What follows belongs to an exercise in optimizing a design on an open flow for small area, a short achievable clock period and few clock cycles; a production flow would make more cautious choices. RTL that was checked went through simulation tests only; none was proved equivalent to the original. Function not checked in runs 2 to 6: the RTL went through the layout flow alone. Power is estimated from default activity; no workload was simulated.

==> design/flow/design.v <==
module ung5_rx (
    input  wire        clk,
    input  wire        rst,
    input  wire        start,
    input  wire [7:0]  start_addr,
    input  wire [15:0] start_total,
    input  wire        rx_valid,
    input  wire [7:0]  rx_data,
    input  wire        tick,
    input  wire [5:0]  buf_idx,
    output wire [7:0]  buf_data,
    output reg  [1:0]  rx_state,
    output reg  [2:0]  rx_reason,
    output reg  [6:0]  rx_len,
    output wire        rx_ready,
    output wire        start_ok,
    output reg  [31:0] head,        
    output wire [31:0] tail,        
    output reg  [15:0] crc,         
    output wire        crc_ready,
    input  wire        dec_we,
    input  wire [3:0]  dec_err,
    output reg  [3:0]  err_code
);
    localparam ST_IDLE = 2'd0, ST_ACTIVE = 2'd1, ST_DONE = 2'd2;
    localparam R_NONE = 3'd0, R_TOTAL = 3'd1, R_SILENCE = 3'd2,
               R_STOP = 3'd3, R_NOISE = 3'd4, R_OVERFLOW = 3'd5;
    function [15:0] crc_step;
        input [15:0] c_in;
        input [7:0]  b;
        integer i;
        reg [15:0] c;
        begin
            c = c_in ^ {8'h00, b};
            for (i = 0; i < 8; i = i + 1)
                c = c[0] ? ((c >> 1) ^ 16'h8408) : (c >> 1);
            crc_step = c;
        end
    endfunction
    function [15:0] crc_unstep;
        input [15:0] c_in;
        input [7:0]  b;
        integer i;
        reg [15:0] c;
        begin
            c = c_in;
            for (i = 0; i < 8; i = i + 1)
                c = c[15] ? (((c ^ 16'h8408) << 1) | 16'h0001) : (c << 1);
            crc_unstep = c ^ {8'h00, b};
        end
    endfunction
    reg [511:0] sh;            
    reg [5:0]   phys;          
    reg [7:0]   rx_addr;
    reg [15:0]  t_left;        
    reg [5:0]   t_sil;         
    reg [3:0]   r81, rfa, ra;  
    assign rx_ready = (rx_state == ST_ACTIVE);
    assign start_ok = start && !rx_ready &&
                      (start_total != 16'd0) && (start_total != 16'hFFFF);
    wire [5:0] rd = phys + ~buf_idx;                
    assign buf_data = sh[{rd, 3'b000} +: 8];
    wire accept = rx_valid && rx_ready;
    wire collapsed = (rx_reason == R_NOISE);
    assign tail = collapsed ? sh[72 +: 32] : sh[0 +: 32];
    assign crc_ready = !(collapsed && t_sil < 6'd8);
    wire [7:0] rw_byte = (t_sil == 6'd1 || t_sil == 6'd4 || t_sil == 6'd7) ? 8'hFA :
                         (t_sil == 6'd2 || t_sil == 6'd5) ? 8'h81 : rx_addr;
    wire [15:0] crc_back = crc_unstep(crc, accept ? rx_addr : rw_byte);
    wire is_fa  = (rx_data == 8'hFA);
    wire is_81  = (rx_data == 8'h81);
    wire is_a   = (rx_data == rx_addr);
    wire run_found = is_81 && ra[3];
    wire [6:0] new_len = rx_len + 7'd1;
    wire [5:0] t_sil_n = t_sil + ((t_sil == 6'd63) ? 6'd0 : 6'd1);
    wire       last_fa = (sh[7:0] == 8'hFA);
    function [3:0] inc_sat;
        input [3:0] r;
        inc_sat = r[3] ? r : r + 4'd1;
    endfunction
    always @(posedge clk) begin
        if (accept)
            sh <= {sh[503:0], rx_data};
        if (accept && rx_len[6:2] == 5'd0)
            case (rx_len[1:0])
            2'd0: head[7:0]   <= rx_data;
            2'd1: head[15:8]  <= rx_data;
            2'd2: head[23:16] <= rx_data;
            default: head[31:24] <= rx_data;
            endcase
    end
    always @(posedge clk) begin
        if (rst) begin
            err_code  <= 4'd0;
            rx_state  <= ST_IDLE;
            rx_reason <= R_NONE;
            rx_len    <= 7'd0;
        end else if (start) begin
            if (rx_state == ST_ACTIVE) begin
                err_code <= 4'd7;                      
            end else if (!start_ok) begin
                err_code <= 4'd10;                     
            end else begin
                err_code  <= 4'd0;
                rx_state  <= ST_ACTIVE;
                rx_reason <= R_NONE;
                rx_len    <= 7'd0;
                phys      <= 6'd0;
                rx_addr   <= start_addr;
                t_left    <= start_total;
                t_sil     <= 6'd0;
                crc       <= 16'h0000;
                r81       <= 4'd0;
                rfa       <= 4'd0;
                ra        <= 4'd0;
            end
        end else if (accept) begin
            err_code <= 4'd0;
            phys     <= phys + 6'd1;
            r81      <= is_81 ? inc_sat(ra)  : 4'd0;
            rfa      <= is_fa ? inc_sat(r81) : 4'd0;
            ra       <= is_a  ? inc_sat(rfa) : 4'd0;
            if (run_found) begin
                t_sil     <= 6'd1;
                crc       <= crc_back;
                rx_len    <= (new_len == 7'd9) ? 7'd3 : (new_len - 7'd9);
                rx_state  <= ST_DONE;
                rx_reason <= R_NOISE;
            end else begin
                t_sil  <= 6'd0;
                crc    <= crc_step(crc, rx_data);
                rx_len <= new_len;
                if (new_len == 7'd64) begin
                    rx_state  <= ST_DONE;
                    rx_reason <= R_OVERFLOW;
                    err_code  <= 4'd8;                 
                end
            end
        end else if (tick && rx_ready) begin
            err_code <= 4'd0;
            t_sil    <= t_sil_n;
            t_left   <= t_left - 16'd1;
            if (t_left == 16'd0) begin
                rx_state  <= ST_DONE;
                rx_reason <= R_TOTAL;
            end else if (rx_len[6:3] != 4'd0 && last_fa && t_sil_n >= 6'd10) begin
                rx_state  <= ST_DONE;
                rx_reason <= R_STOP;
            end else if (rx_len != 7'd0 && t_sil_n >= 6'd50) begin
                rx_state  <= ST_DONE;
                rx_reason <= R_SILENCE;
            end
        end else begin
            if (dec_we)
                err_code <= dec_err;
            if (!crc_ready) begin
                t_sil <= t_sil + 6'd1;
                crc   <= crc_back;
            end
        end
    end
endmodule
module ung5_dec (
    input  wire        clk,
    input  wire        rst,
    input  wire        dec_start,
    input  wire        clear,         
    input  wire [6:0]  n_bytes,       
    input  wire [31:0] head,          
    input  wire [31:0] tail,          
    input  wire [15:0] crc,           
    input  wire        crc_ready,
    output reg         dec_valid,
    output wire [1:0]  dec_kind,      
    output wire [1:0]  dec_why,       
    output wire [1:0]  dec_class,     
    output wire [7:0]  dec_addr,
    output wire [7:0]  dec_ctrl,
    output wire [7:0]  dec_length,
    output wire [7:0]  dec_opc,
    output wire [15:0] dec_crc,
    output wire        dec_etx_ok,
    output wire        dec_stop_ok,
    output wire        dec_addr_ok,
    output wire        err_we,
    output wire [3:0]  err_val
);
    function [15:0] crc_step;
        input [15:0] c_in;
        input [7:0]  b;
        integer i;
        reg [15:0] c;
        begin
            c = c_in ^ {8'h00, b};
            for (i = 0; i < 8; i = i + 1)
                c = c[0] ? ((c >> 1) ^ 16'h8408) : (c >> 1);
            crc_step = c;
        end
    endfunction
    reg pend;
    wire [7:0] b0 = head[7:0];
    wire [7:0] b1 = head[15:8];
    wire [7:0] b2 = head[23:16];
    wire [7:0] b3 = head[31:24];
    wire [7:0] t0 = tail[7:0];
    wire [7:0] t1 = tail[15:8];
    wire [7:0] t2 = tail[23:16];
    wire [7:0] t3 = tail[31:24];
    wire short   = (n_bytes == 7'd3);
    wire dclass  = (n_bytes >= 7'd7) && (b1[3:0] == 4'd4);
    wire two     = (t0 == 8'hFA);                      
    wire span_bad = two && (n_bytes == 7'd7);          
    wire [15:0] crc_tail = two ? crc_step(crc_step(16'h0000, t1), t0)
                               : crc_step(16'h0000, t0);
    wire crc_bad = (crc != crc_tail);
    wire [6:0] span = n_bytes - (two ? 7'd4 : 7'd3);
    wire len_bad = (b2 == 8'h00) || ({1'b0, b2} + 9'd3 != {2'b00, span});
    assign dec_kind  = short ? 2'd0 :
                       (dclass && !span_bad && !crc_bad && !len_bad) ? 2'd1 : 2'd2;
    assign dec_why   = !dclass ? 2'd0 : span_bad ? 2'd1 : crc_bad ? 2'd2 : 2'd3;
    assign dec_class = (b1[3:0] == 4'd1) ? 2'd1 :
                       (b1[3:0] == 4'd2) ? 2'd2 :
                       (b1[3:0] == 4'd3) ? 2'd3 : 2'd0;
    assign dec_addr    = b0;
    assign dec_ctrl    = b1;
    assign dec_length  = b2;
    assign dec_opc     = b3;
    assign dec_crc     = two ? {t2, t3} : {t1, t2};
    assign dec_etx_ok  = (two ? t1 : t0) == 8'h03;
    assign dec_stop_ok = short ? (b2 == 8'hFA) : two;
    assign dec_addr_ok = (b0 >= 8'h50) && (b0 <= 8'h6F);
    wire fin = (dec_start || pend) && crc_ready;
    assign err_we  = fin;
    assign err_val = (dec_kind == 2'd2) ? 4'd4 : 4'd0;
    always @(posedge clk) begin
        if (rst || clear) begin
            dec_valid <= 1'b0;
            pend      <= 1'b0;
        end else if (dec_start) begin
            dec_valid <= crc_ready;
            pend      <= !crc_ready;
        end else if (fin) begin
            dec_valid <= 1'b1;
            pend      <= 1'b0;
        end
    end
endmodule
module ung5_rxdec (
    input  wire        clk,
    input  wire        rst,
    input  wire        start,
    input  wire [7:0]  start_addr,
    input  wire [15:0] start_total,
    input  wire        rx_valid,
    input  wire [7:0]  rx_data,
    output wire        rx_ready,
    input  wire        tick,
    input  wire        dec_start,
    input  wire [5:0]  buf_idx,
    output wire [7:0]  buf_data,
    output wire [1:0]  rx_state,
    output wire [2:0]  rx_reason,
    output wire [6:0]  rx_len,
    output wire [3:0]  err_code,
    output wire        dec_valid,
    output wire [1:0]  dec_kind,
    output wire [1:0]  dec_why,
    output wire [1:0]  dec_class,
    output wire [7:0]  dec_addr,
    output wire [7:0]  dec_ctrl,
    output wire [7:0]  dec_length,
    output wire [7:0]  dec_opc,
    output wire [15:0] dec_crc,
    output wire        dec_etx_ok,
    output wire        dec_stop_ok,
    output wire        dec_addr_ok
);
    wire [31:0] head, tail;
    wire [15:0] crc;
    wire        crc_ready, start_ok;
    wire        dec_we;
    wire [3:0]  dec_err;
    ung5_rx u_rx (
        .clk(clk), .rst(rst),
        .start(start), .start_addr(start_addr), .start_total(start_total),
        .rx_valid(rx_valid), .rx_data(rx_data), .tick(tick),
        .buf_idx(buf_idx), .buf_data(buf_data),
        .rx_state(rx_state), .rx_reason(rx_reason), .rx_len(rx_len),
        .rx_ready(rx_ready), .start_ok(start_ok),
        .head(head), .tail(tail), .crc(crc), .crc_ready(crc_ready),
        .dec_we(dec_we), .dec_err(dec_err), .err_code(err_code)
    );
    ung5_dec u_dec (
        .clk(clk), .rst(rst),
        .dec_start(dec_start), .clear(start_ok),
        .n_bytes(rx_len), .head(head), .tail(tail),
        .crc(crc), .crc_ready(crc_ready),
        .dec_valid(dec_valid), .dec_kind(dec_kind), .dec_why(dec_why),
        .dec_class(dec_class), .dec_addr(dec_addr), .dec_ctrl(dec_ctrl),
        .dec_length(dec_length), .dec_opc(dec_opc), .dec_crc(dec_crc),
        .dec_etx_ok(dec_etx_ok), .dec_stop_ok(dec_stop_ok),
        .dec_addr_ok(dec_addr_ok),
        .err_we(dec_we), .err_val(dec_err)
    );
endmodule
==> design/flow/run.sh <==
#!/bin/bash
# synth_recipe.tcl (not shown) runs the flow's synth.tcl, then flattens the netlist and writes it again
# the make line also repeats each setting of config.mk as NAME=value (left out here)
make -C /OpenROAD-flow-scripts/flow DESIGN_CONFIG=/design/flow/config.mk WORK_HOME=/design/flow/orfs CLKGATE_MAP_FILE= SYNTH_SCRIPT=/design/flow/synth_recipe.tcl finish
==> design/flow/config.mk <==
export PLATFORM = sky130hd
export DESIGN_NAME = ung5_rxdec
export DESIGN_NICKNAME = ung5_rxdec
export VERILOG_FILES = /design/flow/design.v
export SDC_FILE = /design/flow/constraint.sdc
export NUM_CORES = 4
export LEC_CHECK = 0
export CAP_MARGIN = 20
export CORE_MARGIN = 2
export CORE_UTILIZATION = 30
export PLACE_DENSITY = 0.5
export SLEW_MARGIN = 20
==> design/flow/constraint.sdc <==
create_clock -name core_clock -period 7.5 [get_ports {clk}]
set_input_delay 1.5000 -clock core_clock [delete_from_list [all_inputs] [get_ports {clk}]]
set_output_delay 1.5000 -clock core_clock [all_outputs]
set_load 0.01 [all_outputs]
==> results.txt, run 1 <==
register area share after synthesis=65.3%; PortBufs=126; Clk pwr share=40.6%; gr ovfl total=0; layout cells sized above 1=18.3%; setup slack after layout=0.561 ns; Primary FF master, synth=edfxtp_1; most frequent cell after synthesis=edfxtp_1; syn_area_per_cell=16.4 µm²; Switching Fraction=24.0%; CTS tree=done; combinational power share=11.7%; pwr/cell area=252 nW/µm²; crit end category=output port; Max Fclk=144 MHz; clock root cell=clkbuf_16; Synth-to-Final Area Change=18.3%; placed cell areas=31,400 µm²; status=complete, no violations; vias after detailed routing=15,700; I/O pin cnt=127; cts bufs inserted=73; Synth async-reset ratio=0%; Final period util=92.5%; GRT Total Usage=13.4%; H-tree levels=3; crit-path max cell delay=0.94 ns; setup TNS=0 ns; Syn Nets=1,807; RD Place Congestion=0.848; critical-path cell list=clkdlybuf4s50_1, inv_1, ha_4, inv_1, fa_4, buf_12, buf_4, mux4_2, mux4_2, mux2i_1, a21oi_1, clkdlybuf4s50_1; Finished Cell Area=33,800 µm²; drt initial violations=1,153; antenna violations before repair=0; # Post-CTS Setup Buffers=0; clk sinks=626; sequential power share=47.7%; critical path required time=6.00 ns; Relative slew margins=34.5%; Post-Syn Area=28,500 µm²; synthesized instance count=1,736; synthesis-stage register bit count=626; Pint=0.00645 W; Fin. Hold Viols=0; Critical Path AT=5.44 ns; CP Class=input port to output port; hold buffers post-CTS=0; R2R setup slack=3.58 ns; vias in the first global route=16,400; Placement Setup Slack=0.483 ns; core outline area=94,600 µm²; final setup vio count=0; Ys Warns=2; Cell variety after synth=81; RSZ-0062 raised after global routing=no; net load switching power=0.00204 W; CP bufs+invs=6; Synth top area share=64.0%; Top delay family on crit path=buffers and inverters; CP Max Fanout=45; die area=97,600 µm²; Tightest Pin Transition=0.979 ns; Leak=10.5 nW; clock-pin slew on the worst setup and hold paths=0.06 ns; CTS resizes=0; first-pass GRT wire length=102,000 µm; Post-synth EDFFs=608; Via density=4.91; DR DRC count=0; Layout Skew=0.0251 ns; Row Count=113; largest net degree at the start of global routing=214; startpoint types=input port; Die Span Y=312 µm; NumNets Final=1,944; Worst VDD drop=0.169 mV; Horiz. Die Dim=312 µm; area leader, netlist=edfxtp_1; Worst Hold Slack=0.433 ns; Clk Latency, worst-skew pair=0.63 ns; final slew viol count=0; slowest library cell on the worst path=fa_4; Period minus WS final=6.94 ns; DP HPWL=42,300 µm; Post-Route WL=66,000 µm; clock tree buffer depth=3; drt first pass iters=5; Starting Density=30.2%; most frequent cells after synthesis=608 x edfxtp_1, 160 x mux4_2, 113 x nor2_1; Max-Cap Viols=0; routed len/inst=20.6 µm; ranking of synthesized cells by area=edfxtp_1 64%, mux4_2 13%, xnor2_1 3.2%, xor2_1 1.7%, mux2i_1 1.5%; ANT nets after route=0; Min-Delay Path Class=register to register
## path summary, 6_finish.rpt
kind | end | from | cells past startpoint
hold reg to reg | u_rx.sh[200] | u_rx.sh[192] | 0
setup reg to reg | u_rx.err_code[2] | u_rx.sh[74] | 13
hold / removal | u_rx.sh[200] | u_rx.sh[192] | 0
setup / recovery | buf_data[2] | buf_idx[0] | 12
## area by class of cell
| cell class | instances | area (µm²) |
|---|---|---|
| clock inverters | 41 | 405 |
| diodes | 1 | 2.50 |
| fillers | 8916 | 60800 |
| repair buffers | 164 | 1700 |
| flip-flops and latches | 626 | 18600 |
| clock buffers | 91 | 1890 |
| well taps | 1265 | 1580 |
| multi-input cells | 977 | 9420 |
| inverters | 31 | 143 |
## cells in the final DEF (no fill, tap or decap), types with 19 or more instances in the layout
cell type	n
nor2_1	111
edfxtp_1	608
mux2i_1	43
o21ai_0	47
a21oi_1	83
xnor2_1	100
mux4_2	160
ha_1	24
mux2_2	19
nand2_1	78
nand3_1	26
buf_4	26
inv_1	28
clkdlybuf4s50_1	125
clkbuf_16	73
xor2_1	54
## power by group through the flow
| stage | combinational, W | sequential [W] | clock, W |
|---|---|---|---|
| after floorplan | 0.000663 | 0.00410 | 0 |
| after global placement | 0.000997 | 0.00412 | 0 |
| after detailed placement | 0.00101 | 0.00412 | 0 |
| after CTS | 0.00101 | 0.00405 | 0.00357 |
| after global routing | 0.00108 | 0.00407 | 0.00370 |
| final | 0.000991 | 0.00405 | 0.00345 |
## flip-flops by register name, summed over array words and instances (netlist names), 6 cells and up
| name | cells |
|---|---|
| u_rx.crc | 16 |
| u_rx.t_sil | 6 |
| u_rx.rx_len | 7 |
| u_rx.phys | 6 |
| u_rx.head | 32 |
| u_rx.rx_addr | 8 |
| u_rx.sh | 512 |
| u_rx.t_left | 16 |
## cells by family after synthesis
| logic type | count (synthesis) | share of synthesized area, % |
|---|---|---|
| AOI/OAI and AO/OA | 205 | 4.42 |
| muxes | 224 | 15.0 |
| xor gates and xnor gates | 175 | 6.07 |
| buffers and inverters | 133 | 1.98 |
| and+or+nand+nor | 346 | 6.02 |
| DFF | 626 | 65.3 |
| adders and majority gates | 27 | 1.24 |
## per-layer routing
| metal | share of wire, % | GRT usage (%) | up-vias |
|---|---|---|---|
| met5 | 0 | 0 | - |
| met4 | 2.2 | 4.10 | 0 |
| met3 | 5.1 | 3.12 | 92 |
| met2 | 47 | 21.4 | 377 |
| met1 | 45 | 18.2 | 8120 |
| li1 | - | - | 7108 |
## metrics by stage
stage | power (W) | std cells | util (%)
6_report | 0.00850 | 3196 | 35.7
5_1_grt | 0.00884 | 3195 | 35.7
4_1_cts | 0.00864 | 3194 | 35.7
3_5_place_dp | 0.00514 | 3062 | 33.2
3_3_place_gp | 0.00512 | 3062 | 33.2
2_1_floorplan | 0.00476 | 1736 | -
Testbench counts, summed over its fixed seeds: cycles 28,368.
==> run 2: changes to the inputs <==
--- a/design/flow/design.v
+++ b/design/flow/design.v
@@ -12,5 +12,5 @@
     output reg  [1:0]  rx_state,
     output reg  [2:0]  rx_reason,
-    output reg  [6:0]  rx_len,
+    output wire [6:0]  rx_len,
     output wire        rx_ready,
     output wire        start_ok,
@@ -51,37 +51,45 @@
     endfunction
     reg [511:0] sh;            
-    reg [5:0]   phys;          
+    reg [6:0]   phys;          
     reg [7:0]   rx_addr;
     reg [15:0]  t_left;        
     reg [5:0]   t_sil;         
-    reg [3:0]   r81, rfa, ra;  
+    wire accept    = rx_valid && rx_ready;
+    wire collapsed = (rx_reason == R_NOISE);
     assign rx_ready = (rx_state == ST_ACTIVE);
     assign start_ok = start && !rx_ready &&
                       (start_total != 16'd0) && (start_total != 16'hFFFF);
-    wire [5:0] rd = phys + ~buf_idx;                
-    assign buf_data = sh[{rd, 3'b000} +: 8];
-    wire accept = rx_valid && rx_ready;
-    wire collapsed = (rx_reason == R_NOISE);
+    assign rx_len   = !collapsed ? phys :
+                      (phys == 7'd9) ? 7'd3 : phys - 7'd9;
+    wire [2:0] q_lo = phys[2:0] - 3'd1;
+    wire       q_bw = (phys[2:0] == 3'd0);
+    wire [3:0] lo_d = {1'b0, q_lo} - {1'b0, buf_idx[2:0]};
+    wire [2:0] hi   = phys[5:3] - {2'b00, q_bw} - buf_idx[5:3] - {2'b00, lo_d[3]};
+    wire [2:0] lo   = lo_d[2:0];
+    reg  [63:0] grp;           
+    integer g;
+    always @(*)
+        for (g = 0; g < 8; g = g + 1)
+            grp[8*g +: 8] = sh[64*g + 8*lo +: 8];
+    assign buf_data = grp[8*hi +: 8];
     assign tail = collapsed ? sh[72 +: 32] : sh[0 +: 32];
     assign crc_ready = !(collapsed && t_sil < 6'd8);
-    wire [7:0] rw_byte = (t_sil == 6'd1 || t_sil == 6'd4 || t_sil == 6'd7) ? 8'hFA :
-                         (t_sil == 6'd2 || t_sil == 6'd5) ? 8'h81 : rx_addr;
-    wire [15:0] crc_back = crc_unstep(crc, accept ? rx_addr : rw_byte);
-    wire is_fa  = (rx_data == 8'hFA);
-    wire is_81  = (rx_data == 8'h81);
-    wire is_a   = (rx_data == rx_addr);
-    wire run_found = is_81 && ra[3];
-    wire [6:0] new_len = rx_len + 7'd1;
+    wire [7:0] rw_byte = accept ? 8'hFA :
+                         (t_sil == 6'd7) ? sh[79:72] :
+                         (t_sil == 6'd3 || t_sil == 6'd6) ? 8'hFA :
+                         (t_sil == 6'd1 || t_sil == 6'd4) ? 8'h81 : rx_addr;
+    wire [15:0] crc_back = crc_unstep(crc, rw_byte);
+    wire run_found = (rx_data == 8'h81) && (phys[6:3] != 4'd0) &&
+                     (sh[7:0]   == rx_addr) && (sh[15:8]  == 8'hFA) &&
+                     (sh[23:16] == 8'h81)   && (sh[31:24] == rx_addr) &&
+                     (sh[39:32] == 8'hFA)   && (sh[47:40] == 8'h81) &&
+                     (sh[55:48] == rx_addr) && (sh[63:56] == 8'hFA);
     wire [5:0] t_sil_n = t_sil + ((t_sil == 6'd63) ? 6'd0 : 6'd1);
     wire       last_fa = (sh[7:0] == 8'hFA);
-    function [3:0] inc_sat;
-        input [3:0] r;
-        inc_sat = r[3] ? r : r + 4'd1;
-    endfunction
     always @(posedge clk) begin
         if (accept)
             sh <= {sh[503:0], rx_data};
-        if (accept && rx_len[6:2] == 5'd0)
-            case (rx_len[1:0])
+        if (accept && phys[6:2] == 5'd0)
+            case (phys[1:0])
             2'd0: head[7:0]   <= rx_data;
             2'd1: head[15:8]  <= rx_data;
@@ -95,5 +103,5 @@
             rx_state  <= ST_IDLE;
             rx_reason <= R_NONE;
-            rx_len    <= 7'd0;
+            phys      <= 7'd0;
         end else if (start) begin
             if (rx_state == ST_ACTIVE) begin
@@ -105,35 +113,25 @@
                 rx_state  <= ST_ACTIVE;
                 rx_reason <= R_NONE;
-                rx_len    <= 7'd0;
-                phys      <= 6'd0;
+                phys      <= 7'd0;
                 rx_addr   <= start_addr;
                 t_left    <= start_total;
                 t_sil     <= 6'd0;
                 crc       <= 16'h0000;
-                r81       <= 4'd0;
-                rfa       <= 4'd0;
-                ra        <= 4'd0;
             end
         end else if (accept) begin
             err_code <= 4'd0;
-            phys     <= phys + 6'd1;
-            r81      <= is_81 ? inc_sat(ra)  : 4'd0;
-            rfa      <= is_fa ? inc_sat(r81) : 4'd0;
-            ra       <= is_a  ? inc_sat(rfa) : 4'd0;
+            phys     <= phys + 7'd1;
+            t_sil    <= 6'd0;
+            if (phys != 7'd0)
+                crc <= crc_step(crc, sh[7:0]);
             if (run_found) begin
                 t_sil     <= 6'd1;
                 crc       <= crc_back;
-                rx_len    <= (new_len == 7'd9) ? 7'd3 : (new_len - 7'd9);
                 rx_state  <= ST_DONE;
                 rx_reason <= R_NOISE;
-            end else begin
-                t_sil  <= 6'd0;
-                crc    <= crc_step(crc, rx_data);
-                rx_len <= new_len;
-                if (new_len == 7'd64) begin
-                    rx_state  <= ST_DONE;
-                    rx_reason <= R_OVERFLOW;
-                    err_code  <= 4'd8;                 
-                end
+            end else if (phys == 7'd63) begin
+                rx_state  <= ST_DONE;
+                rx_reason <= R_OVERFLOW;
+                err_code  <= 4'd8;                     
             end
         end else if (tick && rx_ready) begin
@@ -144,8 +142,8 @@
                 rx_state  <= ST_DONE;
                 rx_reason <= R_TOTAL;
-            end else if (rx_len[6:3] != 4'd0 && last_fa && t_sil_n >= 6'd10) begin
+            end else if (phys[6:3] != 4'd0 && last_fa && t_sil_n >= 6'd10) begin
                 rx_state  <= ST_DONE;
                 rx_reason <= R_STOP;
-            end else if (rx_len != 7'd0 && t_sil_n >= 6'd50) begin
+            end else if (phys != 7'd0 && t_sil_n >= 6'd50) begin
                 rx_state  <= ST_DONE;
                 rx_reason <= R_SILENCE;
@@ -211,7 +209,5 @@
     wire two     = (t0 == 8'hFA);                      
     wire span_bad = two && (n_bytes == 7'd7);          
-    wire [15:0] crc_tail = two ? crc_step(crc_step(16'h0000, t1), t0)
-                               : crc_step(16'h0000, t0);
-    wire crc_bad = (crc != crc_tail);
+    wire crc_bad = two ? (crc != crc_step(16'h0000, t1)) : (crc != 16'h0000);
     wire [6:0] span = n_bytes - (two ? 7'd4 : 7'd3);
     wire len_bad = (b2 == 8'h00) || ({1'b0, b2} + 9'd3 != {2'b00, span});
--- a/design/flow/config.mk
+++ b/design/flow/config.mk
@@ -10,3 +10,4 @@
 export CORE_UTILIZATION = 30
 export PLACE_DENSITY = 0.5
+export SETUP_SLACK_MARGIN = 2.2
 export SLEW_MARGIN = 20
==> run 2 against run 1 <==
- power down 5.8%
- critical path depth increased by 3
- critical path type unchanged
- area after synthesis decreased by 5.8%
- clock skew is essentially flat
- die area fell by 5.7%
- sequential share of layout area grew 0.57 points
- flip-flop and latch count down 18
==> results.txt, run 2 <==
layout cells sized above 1=21.9%; Compound-Gate Fraction of Synth Area=3.47%; Worst VDD drop=0.165 mV; crit-path max cell delay=0.59 ns; Starting Density=30.3%; largest net degree at the start of global routing=204; gr ovfl total=0; post-synthesis mux area share=15.4%; Post-Synth Adder-Cell Area=1.36%; ranking of synthesized cells by area=edfxtp_1 66%, mux4_2 14%, xnor2_1 2.0%, xor2_1 1.6%, nor2_1 1.6%; Period minus WS final=6.29 ns; simple logic cell fraction of the synthesized area=7.21%; CP Max Fanout=8; NumNets Final=1,836; Via density=5.10; Relative slew margins=27.0%; Row Count=109; Layout Skew=0.0247 ns; vias in the first global route=15,700; drt initial violations=1,256; most frequent cell after synthesis=edfxtp_1; vias after detailed routing=15,200; Max-Cap Viols=0; Max Fclk=159 MHz; first-pass GRT wire length=98,300 µm; clock-pin slew on the worst setup and hold paths=0.06 ns; RD Place Congestion=0.854; clock tree buffer depth=3; Final period util=83.8%; Horiz. Die Dim=303 µm; die area=92,000 µm²; GRT Total Usage=13.9%; drt first pass iters=5; core outline area=88,600 µm²; Post-Route WL=64,300 µm; synthesis-stage register bit count=608; Placement Setup Slack=0.220 ns; pwr/cell area=247 nW/µm²; cts bufs inserted=70; crit end category=output port; CTS tree=done; Cell variety after synth=74; slowest library cell on the worst path=mux4_2; Fin. Hold Viols=0; most flop-heavy register=u_rx.sh; final slew viol count=0; RSZ-0062 raised after global routing=yes; Regs by FF count=u_rx.sh x512, u_rx.head x32; startpoint types=input port; antenna violations before repair=2; Leak=10.0 nW; Worst Hold Slack=0.435 ns; Synth top area share=65.9%; Clk Latency, worst-skew pair=0.60 ns; Synth async-reset ratio=0%; PortBufs=126; setup slack after layout=1.21 ns; commonest non-fill, non-tap cells in the layout=590 x edfxtp_1, 168 x mux4_2, 111 x clkdlybuf4s50_1; routed len/inst=21.5 µm; register area share after synthesis=67.3%; DP HPWL=41,500 µm; DR DRC count=0; Post-synth EDFFs=590; clk sinks=608; I/O pin cnt=127; area leader, netlist=edfxtp_1; critical-path cell list=buf_12, inv_8, ha_4, nor2b_4, o21ai_2, nand2b_1, fa_1, inv_2, fa_2, fa_2, xor2_4, xnor2_4, buf_12, mux4_2, buf_6; status=complete, no violations; most frequent cells after synthesis=590 x edfxtp_1, 168 x mux4_2, 111 x nor2_1; Synth-to-Final Area Change=20.8%; largest family of logic cells by synthesized area=multiplexers; Min-Delay Path Class=register to register; syn_area_per_cell=16.9 µm²; CP Class=input port to output port; setup TNS=0 ns; Tightest Pin Transition=1.09 ns; Syn Nets=1,660; Post-Synth XOR/XNOR Area=3.62%; ANT nets after route=0; critical path required time=6.00 ns; Critical Path AT=4.79 ns; Largest register FFs=512; H-tree levels=3; clock root cell=clkbuf_16; n_diodes=0; Post-Syn Area=26,900 µm²; final setup vio count=0; CP bufs+invs=5; hold buffers post-CTS=0; Die Span Y=303 µm; Primary FF master, synth=edfxtp_1; Top delay family on crit path=adder cells; Ys Warns=2; synthesized instance count=1,590; commonest non-fill, non-tap cell in the layout=edfxtp_1
run 2: worst paths after layout:
| check | startpoint | to | slack [ns] | cells after the start |
|---|---|---|---|---|
| setup / recovery | buf_idx[1] | buf_data[1] | 1.21 | 15 |
| hold / removal | u_rx.sh[329] | u_rx.sh[337] | 0.44 | 0 |
| setup reg to reg | u_rx.sh[18] | u_rx.crc[14] | 3.70 | 6 |
| hold reg to reg | u_rx.sh[329] | u_rx.sh[337] | 0.44 | 0 |
run 2: final cells by class:
| cell class | count | area, µm² |
|---|---|---|
| fill | 8257 | 56200 |
| sequential | 608 | 18100 |
| multi-input combinational | 871 | 8640 |
| timing repair buffer | 186 | 1980 |
| clock buffer | 90 | 1850 |
| tap | 1165 | 1460 |
| clock inverter | 36 | 302 |
| inverter | 29 | 151 |
run 2: logic make-up (layout without fill, tap and decap cells):
logic type,after synthesis,count (layout)
xor gates and xnor gates,111,111
AOI/OAI and AO/OA,149,149
muxes,203,203
DFF,608,608
adders and majority gates,27,27
buffers and inverters,111,341
and+or+nand+nor,381,381
run 2: timing repair:
action                     in CTS  in global routing
setup endpoints to repair      26                 12
pin swaps                      12                  1
hold endpoints to repair        0                  0
cloned                          0                  1
setup buffers                  22                  0
gates resized for setup       110                  6
run 2: worst register-to-register path, stage by stage, from the launching register on:
cell and delay (ns):
edfxtp_1 0.46, nor4bb_1 0.82, nand4_1 0.17, nor4_1 0.41, nand4_1 0.56, nand2_1 0.27, o31a_1 0.74
run 2: per-layer routing:
layer | share of wire [%] | track usage (%) | vias up
li1 | - | - | 6721
met1 | 46 | 20.1 | 7913
met2 | 46 | 21.0 | 467
met4 | 3.1 | 5.02 | 0
met5 | 0 | 0 | -
met3 | 5.0 | 2.48 | 110
run 2: power by group:
group	leakage [nW]	switching [W]	internal [W]
Clock	1.05	0.00138	0.00189
Sequential	5.21	0.0000771	0.00384
Combinational	3.75	0.000423	0.000407
run 2: metrics by stage:
step	util [%]	cell area [µm²]	total power (W)	instances
6_report	36.6	32500	0.00801	2985
4_1_cts	36.6	32400	0.00814	2984
2_1_floorplan	-	27000	0.00447	1590
5_1_grt	36.6	32500	0.00832	2985
3_3_place_gp	33.7	29900	0.00480	2836
3_5_place_dp	33.7	29900	0.00481	2836
==> run 3: changes to the inputs <==
--- a/design/flow/config.mk
+++ b/design/flow/config.mk
@@ -6,7 +6,9 @@
 export NUM_CORES = 4
 export LEC_CHECK = 0
+export ABC_CLOCK_PERIOD_IN_PS = 5000
 export CAP_MARGIN = 20
 export CORE_MARGIN = 2
 export CORE_UTILIZATION = 30
+export CTS_BUF_LIST = sky130_fd_sc_hd__clkbuf_4 sky130_fd_sc_hd__clkbuf_8
 export PLACE_DENSITY = 0.5
 export SETUP_SLACK_MARGIN = 2.2
==> run 3 against run 2 <==
- critical path depth is 3 lower
- flip-flop and latch count stayed put
- largest cell class unchanged
- power is 1.2% lower
- area after synthesis stayed put
- combinational power is 0.6% higher
==> results.txt, run 3 <==
Fin. Hold Viols=0; Primary FF master, synth=edfxtp_1; synthesized instance count=1,590; antenna violations before repair=1; Critical Path AT=4.84 ns; Starting Density=30.3%; DR DRC count=0; NumNets Final=1,882; critical-path cell list=dlygate4sd2_1, ha_4, inv_2, fa_1, inv_2, fa_2, fa_2, xor2_4, xnor2_4, buf_12, mux4_2, buf_6; hold buffers post-CTS=0; combinational power share=10.6%; vias after detailed routing=15,500; area leader, netlist=edfxtp_1; placed cell areas=29,900 µm²; Post-synth EDFFs=590; Clk Latency, worst-skew pair=0.76 ns; clock-pin slew on the worst setup and hold paths=0.06 ns; synthesis-stage register bit count=608; drt initial violations=1,301; Ys Warns=2; Row Count=109; clock root cell=clkbuf_8; Worst VDD drop=0.130 mV; crit end category=output port; R2R cell count=6; drt first pass iters=6; vias in the first global route=16,100; clk sinks=608; largest net degree at the start of global routing=204; Min-Delay Path Class=register to register; register area share after synthesis=67.3%; clock tree buffer depth=3; Worst Hold Slack=0.431 ns; Cell variety after synth=74; final setup vio count=0; Largest register FFs=512; Clk pwr share=39.9%; I/O pin cnt=127; Layout Skew=0.0803 ns; Multi-input gate area=8750 µm²; first-pass GRT wire length=99,500 µm; ANT nets after route=0; die area=92,000 µm²; Syn Nets=1,660; hold path depth=0; Final period util=84.6%; Max Fclk=158 MHz; GRT Total Usage=14.1%; net load switching power=0.00194 W; Post-Route WL=65,500 µm; commonest non-fill, non-tap cell in the layout=edfxtp_1; ranking of synthesized cells by area=edfxtp_1 66%, mux4_2 14%, xnor2_1 2.0%, xor2_1 1.6%, nor2_1 1.6%; most frequent cells after synthesis=590 x edfxtp_1, 168 x mux4_2, 111 x nor2_1; final slew viol count=0; sequential power share=49.5%; Post-Syn Area=26,900 µm²; Synth async-reset ratio=0%; Horiz. Die Dim=303 µm; Synth top area share=65.9%; RSZ-0062 raised after global routing=yes; Switching Fraction=24.5%; setup TNS=0 ns; H-tree levels=3; Via density=5.06; RD Place Congestion=0.854; cts bufs inserted=105; Tightest Pin Transition=1.02 ns; Period minus WS final=6.34 ns; CTS tree=done; critical path required time=6.00 ns; slowest library cell on the worst path=mux4_2; Synth-to-Final Area Change=21.7%; Max-Cap Viols=0; most frequent cell after synthesis=edfxtp_1; gr ovfl total=0; fill count=8,293; Regs by FF count=u_rx.sh x512, u_rx.head x32; commonest non-fill, non-tap cells in the layout=590 x edfxtp_1, 168 x mux4_2, 109 x clkdlybuf4s50_1; routed len/inst=21.4 µm; core outline area=88,600 µm²; CP Class=input port to output port; syn_area_per_cell=16.9 µm²; layout cells sized above 1=26.7%; pwr/cell area=242 nW/µm²; Die Span Y=303 µm; startpoint types=input port; crit-path max cell delay=0.59 ns; most flop-heavy register=u_rx.sh; status=complete, no violations; Finished Cell Area=32,700 µm²; DP HPWL=41,500 µm; PortBufs=126; Leak=10.2 nW; Relative slew margins=31.7%; CP Max Fanout=8; FF/Latch Area=18,100 µm²; Pint=0.00597 W
## run 3: what timing repair did
action	CTS	global route
pin swaps	19	9
resized for setup	129	23
gates cloned	1	0
hold endpoints to repair	0	0
endpoints found under the setup margin	29	14
setup buffers	27	5
## run 3: path summary, 6_finish.rpt
check               start            to  slack, ns
max            buf_idx[3]   buf_data[1]       1.16
min          u_rx.sh[264]  u_rx.sh[272]       0.43
min reg2reg  u_rx.sh[264]  u_rx.sh[272]       0.43
max reg2reg   u_rx.sh[18]  u_rx.crc[14]       3.73
## run 3: logic make-up after synthesis
logic type | count (synthesis) | share of synthesized area, %
XOR/XNOR | 111 | 3.62
multiplexers | 203 | 15.4
AND/OR/NAND/NOR | 381 | 7.21
flip-flops | 608 | 67.3
buffers and inverters | 111 | 1.65
adder cells (fa/ha/maj) | 27 | 1.36
AO/OA/AOI/OAI | 149 | 3.47
## run 3: through the flow
| stage | std cells | setup slack [ns] | util [%] | total power, W |
|---|---|---|---|---|
| 2_1_floorplan | 1590 | 1.64 | - | 0.00447 |
| 3_3_place_gp | 2836 | 0.224 | 33.7 | 0.00480 |
| 3_5_place_dp | 2836 | 0.220 | 33.7 | 0.00481 |
| 5_1_grt | 3060 | 1.02 | 36.9 | 0.00823 |
| 4_1_cts | 3053 | 1.12 | 36.7 | 0.00804 |
| 6_report | 3060 | 1.16 | 36.9 | 0.00791 |
## run 3: power by group through the flow
| stage | Sequential, W | Combinational (W) | Clock (W) |
|---|---|---|---|
| 5_1_grt | 0.00392 | 0.000895 | 0.00341 |
| 2_1_floorplan | 0.00395 | 0.000513 | 0 |
| 3_5_place_dp | 0.00399 | 0.000825 | 0 |
| 4_1_cts | 0.00391 | 0.000847 | 0.00328 |
| 6_report | 0.00391 | 0.000836 | 0.00316 |
| 3_3_place_gp | 0.00398 | 0.000816 | 0 |
## run 3: critical path: cells and delay by family
family                   cells  cell delay, ns
adder cells (fa/ha/maj)      4            1.67
multiplexers                 1            0.59
buffers and inverters        5            0.73
XOR/XNOR                     2            0.34
## run 3: layout make-up
cell class,count,share of cell area [%]
antenna,1,0.00765
clock buffer,137,5.15
clock inverter,52,1.45
inverter,29,0.474
multi-input combinational,871,26.8
sequential,608,55.3
tap,1165,4.46
timing repair buffer,197,6.37
## run 3: metal layers
layer | vias to the layer above | share of wire [%] | GRT usage, %
met2 | 553 | 46 | 21.3
met1 | 7974 | 45 | 19.9
li1 | 6804 | - | -
met3 | 138 | 5.8 | 3.16
met5 | - | 0 | 0
met4 | 0 | 3.3 | 5.36
==> run 4: changes to the inputs <==
--- a/design/flow/design.v
+++ b/design/flow/design.v
@@ -62,9 +62,25 @@
     assign rx_len   = !collapsed ? phys :
                       (phys == 7'd9) ? 7'd3 : phys - 7'd9;
-    wire [2:0] q_lo = phys[2:0] - 3'd1;
-    wire       q_bw = (phys[2:0] == 3'd0);
-    wire [3:0] lo_d = {1'b0, q_lo} - {1'b0, buf_idx[2:0]};
-    wire [2:0] hi   = phys[5:3] - {2'b00, q_bw} - buf_idx[5:3] - {2'b00, lo_d[3]};
+    function [3:0] sub3;           
+        input [2:0] a;
+        input [2:0] b;
+        input       c;
+        integer i;
+        reg bw;
+        begin
+            bw = c;
+            for (i = 0; i < 3; i = i + 1) begin
+                sub3[i] = a[i] ^ b[i] ^ bw;
+                bw = (~a[i] & (b[i] | bw)) | (b[i] & bw);
+            end
+            sub3[3] = bw;
+        end
+    endfunction
+    wire [3:0] q_lo = sub3(phys[2:0], 3'd0, 1'b1);
+    wire [3:0] q_hi = sub3(phys[5:3], 3'd0, q_lo[3]);
+    wire [3:0] lo_d = sub3(q_lo[2:0], buf_idx[2:0], 1'b0);
+    wire [3:0] hi_d = sub3(q_hi[2:0], buf_idx[5:3], lo_d[3]);
     wire [2:0] lo   = lo_d[2:0];
+    wire [2:0] hi   = hi_d[2:0];
     reg  [63:0] grp;           
     integer g;
--- a/design/flow/config.mk
+++ b/design/flow/config.mk
@@ -6,5 +6,4 @@
 export NUM_CORES = 4
 export LEC_CHECK = 0
-export ABC_CLOCK_PERIOD_IN_PS = 5000
 export CAP_MARGIN = 20
 export CORE_MARGIN = 2
@@ -12,4 +11,4 @@
 export CTS_BUF_LIST = sky130_fd_sc_hd__clkbuf_4 sky130_fd_sc_hd__clkbuf_8
 export PLACE_DENSITY = 0.5
-export SETUP_SLACK_MARGIN = 2.2
+export SETUP_SLACK_MARGIN = 2.5
 export SLEW_MARGIN = 20
==> run 4 against run 3 <==
- sequential share of layout area grew 0.17 points
- synthesized cell count is 1.5% lower
- sequential power barely moved
- clock-buffer cell count fell by 7
- combinational power increased by 4.9%
- power fell by 1.5%
- via count fell by 0.94%
- flip-flop and latch count unchanged
- maximum frequency rose by 2.8%
- non-clock buffer count increased by 3
==> results.txt, run 4 <==
CP Class=input port to output port; die area=92,200 µm²; Leak=10.1 nW; Synth-to-Final Area Change=21.0%; crit end category=output port; Via density=5.04; hold path depth=0; Synth async-reset ratio=0%; Max Fclk=162 MHz; hold buffers post-CTS=0; Ys Warns=2; ranking of synthesized cells by area=edfxtp_1 66%, mux4_2 14%, xnor2_1 2.2%, xor2_1 1.4%, dfxtp_1 1.3%; Row Count=109; core outline area=88,600 µm²; drt first pass iters=5; register area share after synthesis=67.1%; placed cell areas=29,800 µm²; R2R Path End=u_rx.crc[10]; Tightest Pin Transition=1.02 ns; Critical Path AT=4.67 ns; Die Span Y=304 µm; clock tree buffer depth=3; largest net degree at the start of global routing=206; Post-synth EDFFs=590; syn_area_per_cell=17.2 µm²; Finished Cell Area=32,600 µm²; vias in the first global route=16,000; Critical Path Most Common Cell=fa_2; drt initial violations=1,265; Worst VDD drop=0.106 mV; DR DRC count=0; Synth top area share=65.8%; Starting Density=30.4%; vias after detailed routing=15,300; final setup vio count=0; critical-path cell list=buf_8, ha_4, fa_4, fa_2, fa_2, fa_2, xor2_4, xnor2_4, buf_12, buf_12, mux4_2, buf_6; clk sinks=608; Layout Skew=0.0448 ns; clock-pin slew on the worst setup and hold paths=0.06 ns; commonest non-fill, non-tap cell in the layout=edfxtp_1; most flop-heavy register=u_rx.sh; NumNets Final=1,853; commonest non-fill, non-tap cells in the layout=590 x edfxtp_1, 168 x mux4_2, 110 x clkdlybuf4s50_1; R2R cell count=9; reg2reg start=u_rx.sh[9]; Post-Syn Area=26,900 µm²; synthesized instance count=1,566; RSZ-0062 raised after global routing=yes; startpoint types=input port; Min-Delay Path Class=register to register; RD Place Congestion=0.829; layout cells sized above 1=26.1%; Horiz. Die Dim=304 µm; ANT nets after route=0; CP Max Fanout=7; status=complete, no violations; Fin. Hold Viols=0; Relative slew margins=32.0%; Period minus WS final=6.17 ns; routed len/inst=21.8 µm; Primary FF master, synth=edfxtp_1; Max-Cap Viols=0; area leader, netlist=edfxtp_1; Placement Setup Slack=0.311 ns; Cell variety after synth=78; R2R setup slack=3.64 ns; most frequent cells after synthesis=590 x edfxtp_1, 168 x mux4_2, 83 x nor2_1; Final period util=82.3%; Post-Route WL=66,400 µm; final slew viol count=0; H-tree levels=3; GRT Total Usage=14.2%; Worst Hold Launch=u_rx.sh[457]; Syn Nets=1,634; cts bufs inserted=104; CTS tree=done; total power=0.00779 W; critical path required time=6.00 ns; pwr/cell area=239 nW/µm²; Clk Latency, worst-skew pair=0.72 ns; clock root cell=clkbuf_8; synthesis-stage register bit count=608; antenna violations before repair=2; setup TNS=0 ns; Regs by FF count=u_rx.sh x512, u_rx.head x32; PortBufs=126; Largest register FFs=512; slowest library cell on the worst path=mux4_2; setup slack after layout=1.33 ns; crit-path max cell delay=0.55 ns; I/O pin cnt=127; first-pass GRT wire length=101,000 µm; gr ovfl total=0; Hold Path End=u_rx.sh[465]; DP HPWL=41,200 µm; most frequent cell after synthesis=edfxtp_1
==> run 4: cell types whose count changed after synthesis, sizes merged, moves of 9 or more <==
cell	before	now
a21oi	43	52
a221oi	0	9
a31oi	25	6
clkbuf	54	64
mux2	9	19
nand2	97	77
nor2	111	85
==> run 4: final cells by class <==
| class | instances | area, µm² |
|---|---|---|
| antenna | 3 | 7.51 |
| clock buffer | 130 | 1630 |
| multi-input combinational | 840 | 8600 |
| fill | 8281 | 56000 |
| clock inverter | 63 | 428 |
| inverter | 30 | 136 |
| tap | 1165 | 1460 |
| timing repair buffer | 200 | 2240 |
| timing repair inverter | 1 | 8.76 |
| sequential | 608 | 18100 |
==> run 4: worst max-delay path by stage <==
stage	from	end	slack, ns
floorplan	buf_idx[0]	buf_data[0]	1.70
global placement	buf_idx[0]	buf_data[2]	0.28
detailed placement	buf_idx[0]	buf_data[2]	0.31
CTS	buf_idx[0]	buf_data[7]	1.29
global route	buf_idx[0]	buf_data[7]	1.29
finish	buf_idx[0]	buf_data[7]	1.33
==> run 4: kinds of logic after synthesis <==
kind of cell               Yosys count  share of synthesized area, %
and+or+nand+nor                    320                          6.14
adders and majority gates           24                          1.23
muxes                              214                          15.8
buffers and inverters              119                          1.78
DFF                                608                          67.1
xor gates and xnor gates           111                          3.61
AOI/OAI and AO/OA                  170                          4.30
==> run 4: per-layer routing <==
layer  share of wire (%)  up-vias  global-route usage [%]
met5               0.012        -                       0
met4                 3.1        2                    5.52
met3                 5.0      130                    2.97
met2                  47      447                    22.4
met1                  45     7979                    19.2
li1                    -     6766                       -
==> run 4: metrics by stage <==
step                      hold slack (ns)  cells  util [%]
after detailed placement            0.427   2800      33.6
after global placement              0.425   2800      33.6
after floorplan                     0.421   1566         -
final                               0.429   3040      36.8
after global routing                0.430   3039      36.8
after CTS                           0.415   3030      36.6
==> run 4: critical path: cells and delay by family <==
family	cells	cell delay (ns)
muxes	1	0.55
buffers and inverters	4	0.55
adders and majority gates	5	1.68
xor gates and xnor gates	2	0.37
==> run 4: repair_timing <==
item	4_1_cts	5_1_grt
pin swaps	13	7
buffers inserted	32	6
gates cloned	5	0
endpoints found under the setup margin	31	15
gates resized for setup	103	24
==> run 4: report_power, final <==
part | internal, W | switching (W) | leakage [nW]
Sequential | 0.00384 | 0.0000810 | 5.19
Combinational | 0.000441 | 0.000436 | 3.87
Clock | 0.00158 | 0.00141 | 1.08
==> run 5: changes to the inputs <==
--- a/design/flow/design.v
+++ b/design/flow/design.v
@@ -81,6 +81,6 @@
     wire [3:0] lo_d = sub3(q_lo[2:0], buf_idx[2:0], 1'b0);
     wire [3:0] hi_d = sub3(q_hi[2:0], buf_idx[5:3], lo_d[3]);
-    wire [2:0] lo   = lo_d[2:0];
-    wire [2:0] hi   = hi_d[2:0];
+    wire [2:0] lo   = buf_idx[2:0];
+    wire [2:0] hi   = buf_idx[5:3];
     reg  [63:0] grp;           
     integer g;
==> run 5 against run 4 <==
- still clean
- register-to-register slack better by 0.29 ns
- worst hold slack hardly changed
- critical endpoint is now dec_kind[0]
- final area fell by 0.43%
- synthesized cell count decreased by 5.7%
- power shrank 1.8%
- critical path type is now register to output port
- sequential share of layout area is 0.25 points higher
==> results.txt, run 5 <==
routed len/inst=22.3 µm; routing usage on met1=20.1%; gr ovfl total=0; Syn Nets=1,537; combinational power share=8.2%; crit end category=output port; core outline area=88,100 µm²; Post-Syn Area=26,600 µm²; Relative slew margins=27.8%; Regs by FF count=u_rx.sh x512, u_rx.head x32; Primary FF master, synth=edfxtp_1; Worst VDD drop=0.139 mV; Period minus WS final=5.50 ns; FF/Latch Area=18,100 µm²; Synth async-reset ratio=0%; pwr/cell area=236 nW/µm²; clock-pin slew on the worst setup and hold paths=0.06 ns; Via density=5.10; Final period util=73.4%; vias after detailed routing=15,200; CP Class=register to output port; Ys Warns=2; Clk pwr share=40.3%; final slew viol count=0; syn_area_per_cell=18.0 µm²; Clk Latency, worst-skew pair=0.74 ns; ranking of synthesized cells by area=edfxtp_1 67%, mux4_2 16%, xnor2_1 1.9%, xor2_1 1.5%, dfxtp_1 1.4%; Worst Hold Slack=0.429 ns; final setup vio count=0; placed cell areas=29,200 µm²; Layout Skew=0.0529 ns; DP HPWL=40,100 µm; fill count=8,295; die area=90,900 µm²; RD Place Congestion=0.833; met3 GRT Util=3.82%; drt first pass iters=5; Post-Route WL=66,300 µm; synthesized instance count=1,476; Switching Fraction=23.5%; synthesis-stage register bit count=608; Cell variety after synth=74; Post-synth EDFFs=590; first-pass GRT wire length=100,000 µm; clock root cell=clkbuf_8; Horiz. Die Dim=302 µm; Critical Path AT=4.00 ns; placed insts=2,716; NumNets Final=1,788; most flop-heavy register=u_rx.sh; largest net degree at the start of global routing=184; Max-Cap Viols=0; RSZ-0062 raised after global routing=yes; GRT Total Usage=14.4%; CP Max Fanout=4; final std cells w/o fill=2,975; register area share after synthesis=68.1%; sequential power share=51.5%; Tightest Pin Transition=1.08 ns; critical path required time=6.00 ns; net load switching power=0.00179 W; Leak=10.1 nW; most frequent cells after synthesis=590 x edfxtp_1, 184 x mux4_2, 81 x nor2_1; commonest non-fill, non-tap cell in the layout=edfxtp_1; clk sinks=608; I/O pin cnt=127; cts bufs inserted=104; Min-Delay Path Class=register to register; antenna violations before repair=4; most frequent cell after synthesis=edfxtp_1; ANT nets after route=0; vias in the first global route=15,700; commonest non-fill, non-tap cells in the layout=590 x edfxtp_1, 184 x mux4_2, 107 x clkbuf_8; setup TNS=0 ns; Row Count=109; final design utilization=36.8%; drt initial violations=1,369; H-tree levels=3; Synth top area share=66.7%; Pint=0.00585 W; area leader, netlist=edfxtp_1; DR DRC count=0; Die Span Y=302 µm; layout cells sized above 1=29.2%; startpoint types=register; PortBufs=126; Multi-input gate area=8310 µm²; Top Usage Layer GRT=met2; Largest register FFs=512; Max Fclk=182 MHz; clock tree buffer depth=3; Fin. Hold Viols=0; Finished Cell Area=32,500 µm²; status=complete, no violations; Synth-to-Final Area Change=22.3%; Starting Density=30.1%; CTS tree=done; hold buffers post-CTS=0; global routing usage on met2=21.8%
==> run 5: power groups by stage <==
stage / Sequential [W] / Combinational (W) / Clock [W]
6_report: 0.00394 / 0.000625 / 0.00308
2_1_floorplan: 0.00401 / 0.000388 / 0
4_1_cts: 0.00394 / 0.000619 / 0.00320
3_3_place_gp: 0.00401 / 0.000567 / 0
3_5_place_dp: 0.00401 / 0.000575 / 0
5_1_grt: 0.00395 / 0.000676 / 0.00334
==> run 5: final timing paths <==
check | to | slack [ns] | from | depth (start not counted)
min reg2reg | u_rx.sh[183] | 0.43 | u_rx.sh[175] | 0
max reg2reg | u_rx.crc[0] | 3.93 | u_rx.sh[10] | 9
min | u_rx.sh[183] | 0.43 | u_rx.sh[175] | 0
max | dec_kind[0] | 2.00 | u_rx.phys[1] | 20
==> run 5: layout make-up <==
cell class | count | area share (%)
repair buffers | 219 | 7.39
inverters | 19 | 0.251
flip-flops and latches | 608 | 55.7
multi-input cells | 775 | 25.6
well taps | 1165 | 4.49
clock buffers | 141 | 5.30
clock inverters | 47 | 1.23
diodes | 1 | 0.00771
==> run 5: through the flow <==
| stage | power (W) | setup slack (ns) |
|---|---|---|
| floorplan | 0.00440 | -2.50 |
| CTS | 0.00776 | 1.96 |
| finish | 0.00765 | 2.00 |
| global route | 0.00797 | 1.75 |
| global placement | 0.00457 | 1.48 |
| detailed placement | 0.00458 | 1.47 |
==> run 5: logic make-up (layout without fill, tap and decap cells) <==
family                     count (synthesis)  count (layout)  synth area share, %
AOI/OAI and AO/OA                        139             139                 3.37
xor gates and xnor gates                 103             103                 3.45
adders and majority gates                 17              17                0.829
buffers and inverters                     94             426                 1.48
DFF                                      608             608                 68.1
muxes                                    208             208                 16.6
other                                      0               1                    0
and+or+nand+nor                          307             308                 6.22
==> run 5: timing repair <==
| action | in CTS | in global routing |
|---|---|---|
| buffers inserted | 40 | 17 |
| setup endpoints to repair | 30 | 28 |
| pin swaps | 14 | 15 |
| hold endpoints to repair | 0 | 0 |
| gates cloned | 8 | 5 |
| resized for setup | 135 | 65 |
==> run 5: worst max-delay path, cell delays in order (launching register included) <==
cell and delay [ns]:
dfxtp_4 0.36, inv_4 0.04, ha_4 0.15, and3b_2 0.24, a21oi_2 0.17, nand2_1 0.06, a21boi_4 0.14, inv_2 0.06
ha_4 0.12, inv_2 0.04, fa_2 0.39, xnor2_4 0.20, o211ai_1 0.11, o21ai_1 0.09, nor2_1 0.07, a211oi_2 0.29
nand4_1 0.16, nor3_2 0.26, buf_4 0.15, buf_6 0.08, buf_6 0.09
==> run 5: metal layers <==
metal,share of wire [%],vias to the layer above
met5,0.039,-
met2,45,516
met3,6.4,123
met1,45,7965
met4,2.9,4
li1,-,6561
==> run 6: changes to the inputs <==
--- a/design/flow/design.v
+++ b/design/flow/design.v
@@ -62,25 +62,19 @@
     assign rx_len   = !collapsed ? phys :
                       (phys == 7'd9) ? 7'd3 : phys - 7'd9;
-    function [3:0] sub3;           
-        input [2:0] a;
-        input [2:0] b;
-        input       c;
-        integer i;
-        reg bw;
-        begin
-            bw = c;
-            for (i = 0; i < 3; i = i + 1) begin
-                sub3[i] = a[i] ^ b[i] ^ bw;
-                bw = (~a[i] & (b[i] | bw)) | (b[i] & bw);
-            end
-            sub3[3] = bw;
+    wire [2:0] q_lo = phys[2:0] - 3'd1;
+    wire [2:0] q_hi = phys[5:3] - {2'b00, (phys[2:0] == 3'd0)};
+    reg  [23:0] lo_c, hi0_c, hi1_c;
+    reg  [7:0]  bw_c;
+    integer j;
+    always @(*)
+        for (j = 0; j < 8; j = j + 1) begin
+            lo_c[3*j +: 3]  = q_lo - j[2:0];
+            bw_c[j]         = (q_lo < j[2:0]);
+            hi0_c[3*j +: 3] = q_hi - j[2:0];
+            hi1_c[3*j +: 3] = q_hi - j[2:0] - 3'd1;
         end
-    endfunction
-    wire [3:0] q_lo = sub3(phys[2:0], 3'd0, 1'b1);
-    wire [3:0] q_hi = sub3(phys[5:3], 3'd0, q_lo[3]);
-    wire [3:0] lo_d = sub3(q_lo[2:0], buf_idx[2:0], 1'b0);
-    wire [3:0] hi_d = sub3(q_hi[2:0], buf_idx[5:3], lo_d[3]);
-    wire [2:0] lo   = buf_idx[2:0];
-    wire [2:0] hi   = buf_idx[5:3];
+    wire [2:0] lo = lo_c[3*buf_idx[2:0] +: 3];
+    wire       bw = bw_c[buf_idx[2:0]];
+    wire [2:0] hi = bw ? hi1_c[3*buf_idx[5:3] +: 3] : hi0_c[3*buf_idx[5:3] +: 3];
     reg  [63:0] grp;           
     integer g;
==> run 6 against run 5 <==
- via count is 5.8% higher
- clock-buffer cell count fell by 8
- core utilization about the same
- wire length grew 3.4%
- still clean on timing, DRC and antenna
- setup slack lost 0.097 ns
- final cell count grew 7.3%
- synthesized cell count up 16%
- flip-flop and latch count is the same
- critical endpoint is now buf_data[3]
- register-to-register slack lost 0.43 ns
- clock power hardly changed
- combinational power increased by 46%
==> results.txt, run 6 <==
status=complete, no violations; largest net degree at the start of global routing=199; Via density=5.03; RD Place Congestion=0.837; Clk Latency, worst-skew pair=0.72 ns; antenna violations before repair=1; R2R cell count=17; Post-Syn Area=27,400 µm²; syn_area_per_cell=16.0 µm²; DP HPWL=42,600 µm; Horiz. Die Dim=306 µm; Die Span Y=306 µm; Setup crit end=buf_data[3]; GRT Total Usage=14.5%; vias after detailed routing=16,100; startpoint types=input port; routed len/inst=21.5 µm; Post-synth EDFFs=590; final setup vio count=0; vias in the first global route=16,400; critical path required time=6.00 ns; Period minus WS final=5.60 ns; Critical Path AT=4.10 ns; drt first pass iters=5; Relative slew margins=31.4%; cts bufs inserted=103; PortBufs=126; synthesis-stage register bit count=608; clk sinks=608; Leak=10.7 nW; most flop-heavy register=u_rx.sh; hold buffers post-CTS=0; Pint=0.00593 W; Fin. Hold Viols=0; Cell variety after synth=75; Synth async-reset ratio=0%; Max-Cap Viols=0; layout cells sized above 1=24.9%; sequential power share=49.9%; Primary FF master, synth=edfxtp_1; commonest non-fill, non-tap cells in the layout=590 x edfxtp_1, 129 x mux4_2, 119 x nor2_1; Largest register FFs=512; Switching Fraction=24.9%; CTS tree=done; gr ovfl total=0; R2R Path End=u_rx.err_code[2]; clock-pin slew on the worst setup and hold paths=0.06 ns; Post-Route WL=68,500 µm; Synth-to-Final Area Change=21.5%; Ys Warns=2; core outline area=90,100 µm²; fill count=8,489; Synth top area share=64.7%; H-tree levels=3; crit end category=output port; RSZ-0062 raised after global routing=yes; die area=93,700 µm²; placed insts=2,951; Placement Setup Slack=0.664 ns; Tightest Pin Transition=1.01 ns; R2R setup slack=3.50 ns; register area share after synthesis=66.1%; setup TNS=0 ns; commonest non-fill, non-tap cell in the layout=edfxtp_1; CP Max Fanout=9; Starting Density=30.4%; ANT nets after route=0; Layout Skew=0.0577 ns; clock root cell=clkbuf_8; final design utilization=36.9%; final std cells w/o fill=3,193; clock tree buffer depth=3; final slew viol count=0; Clk pwr share=38.6%; pwr/cell area=237 nW/µm²; crit path from=buf_idx[1]; most frequent cell after synthesis=edfxtp_1; net load switching power=0.00196 W; synthesized instance count=1,710; I/O pin cnt=127; Regs by FF count=u_rx.sh x512, u_rx.head x32; ranking of synthesized cells by area=edfxtp_1 65%, mux4_2 11%, mux2i_1 4.8%, xnor2_1 2.4%, nor2_1 1.7%; Final period util=74.7%; Row Count=110; CP Class=input port to output port; Worst VDD drop=0.116 mV; Syn Nets=1,783; NumNets Final=2,006; Max Fclk=179 MHz; Min-Delay Path Class=register to register; reg2reg start=u_rx.rx_reason[2]; most frequent cells after synthesis=590 x edfxtp_1, 130 x mux2i_1, 129 x mux4_2; area leader, netlist=edfxtp_1; first-pass GRT wire length=104,000 µm; setup slack after layout=1.90 ns; DR DRC count=0; combinational power share=11.5%; drt initial violations=1,381
## run 6: changes by cell type after synthesis, sizes merged, moves of 8 or more
cell and change:
a31oi +10, buf +15, ha +13, inv +16, mux2 +8, mux2i +111
mux4 -55, nand2 +49, nor2 +40, xnor2 +20
## run 6: final cells by class
type	instances	area [µm²]	area share (%)
flip-flops and latches	608	18100	54.4
repair buffers	205	2130	6.41
clock buffers	133	1650	4.96
inverters	35	154	0.463
clock inverters	55	445	1.34
well taps	1176	1470	4.43
multi-input cells	980	9300	28.0
diodes	1	2.50	0.00753
## run 6: stage by stage
step	hold WS, ns	area [µm²]	total power, W
after detailed placement	0.431	30100	0.00484
after global placement	0.426	30100	0.00484
after floorplan	0.421	27400	0.00454
after CTS	0.400	33200	0.00802
after global routing	0.425	33200	0.00822
final	0.413	33200	0.00789
## run 6: repair_timing
action,4_1_cts,5_1_grt
endpoints found under the hold margin,0,0
gates cloned,6,0
pin swaps,27,11
setup buffers,42,5
endpoints found under the setup margin,31,30
gates resized for setup,176,55
## run 6: cell families after synthesis
kind of cell,synth area share [%]
flops,66.1
simple gates,7.19
mux,15.9
compound gates,3.90
buf+inv,1.78
xor+xnor,3.81
fa+ha+maj,1.33
## run 6: how the worst min path moves through the flow
stage | start | end | slack, ns | depth (start not counted)
4_1_cts | u_rx.sh[243] | u_rx.sh[251] | 0.40 | 0
2_1_floorplan | u_rx.sh[8] | u_rx.sh[16] | 0.42 | 0
6_report | u_rx.sh[243] | u_rx.sh[251] | 0.41 | 0
3_5_place_dp | u_rx.sh[436] | u_rx.sh[444] | 0.43 | 0
5_1_grt | u_rx.sh[186] | u_rx.sh[194] | 0.42 | 0
3_3_place_gp | u_rx.sh[302] | u_rx.sh[310] | 0.43 | 0
## run 6: worst max-delay path, cell delays in order
cell and delay, ns:
buf_2 0.18, mux2i_1 0.25, o32ai_2 0.12, a211oi_2 0.34, or2_4 0.26, o21ai_2 0.07, mux2_4 0.31, xnor2_4 0.14
buf_12 0.16, buf_16 0.16, mux2i_1 0.13, mux2i_2 0.28, buf_2 0.19
## run 6: power groups by stage
| stage | sequential (W) | combinational (W) | clock, W |
|---|---|---|---|
| 2_1_floorplan | 0.00398 | 0.000562 | 0 |
| 3_3_place_gp | 0.00400 | 0.000833 | 0 |
| 3_5_place_dp | 0.00401 | 0.000839 | 0 |
| 4_1_cts | 0.00393 | 0.000929 | 0.00316 |
| 5_1_grt | 0.00395 | 0.000986 | 0.00329 |
| 6_report | 0.00394 | 0.000912 | 0.00305 |
## run 6: routing by layer
layer,global-route usage [%],vias up,wire (µm)
li1,-,7192,-
met1,20.2,8239,30900
met2,22.6,499,32000
met3,2.87,120,3860
met4,4.74,0,1710
met5,0,-,0

-- re-timing with driven ports --
In the flow no input, the clock included, has a driving cell. The finished layouts below were timed again as built, in two steps. Step 1 sets driving cells, clkbuf_16 on the clock port and buf_2 on the other inputs (assumed; they add their load-dependent delay and slew). Step 2 also shifts input and output timing later by t, the mid clock arrival at the registers, as if the neighbouring blocks saw the same clock. a / b / c = ideal / step 1 / step 2; a / b = the first two.
run | t, ns | slack for setup (ns) | hold slack, ns | worst setup path at the end | worst data-port slew with drivers (ns)
run 1 | 0.685 | 0.561 / 0.538 / 0.538 | 0.433 / 0.433 / 0.433 | input to output | 0.05
run 2 | 0.655 | 1.212 / 1.158 / 1.158 | 0.435 / 0.435 / 0.435 | input to output | 0.07
run 3 | 0.781 | 1.157 / 1.094 / 1.094 | 0.431 / 0.431 / 0.431 | input to output | 0.07
run 4 | 0.764 | 1.331 / 1.292 / 1.292 | 0.429 / 0.429 / 0.429 | input to output | 0.05
run 5 | 0.770 | 1.997 / 1.937 / 2.079 | 0.429 / 0.429 / 0.429 | input to output | 0.17
run 6 | 0.760 | 1.900 / 1.842 / 1.842 | 0.413 / 0.413 / 0.413 | input to output | 0.07
After both steps setup and hold are still met in every run listed. For run 3, which loses most, drivers alone change the setup slack by -0.063 ns; drivers and shift together by -0.063 ns.
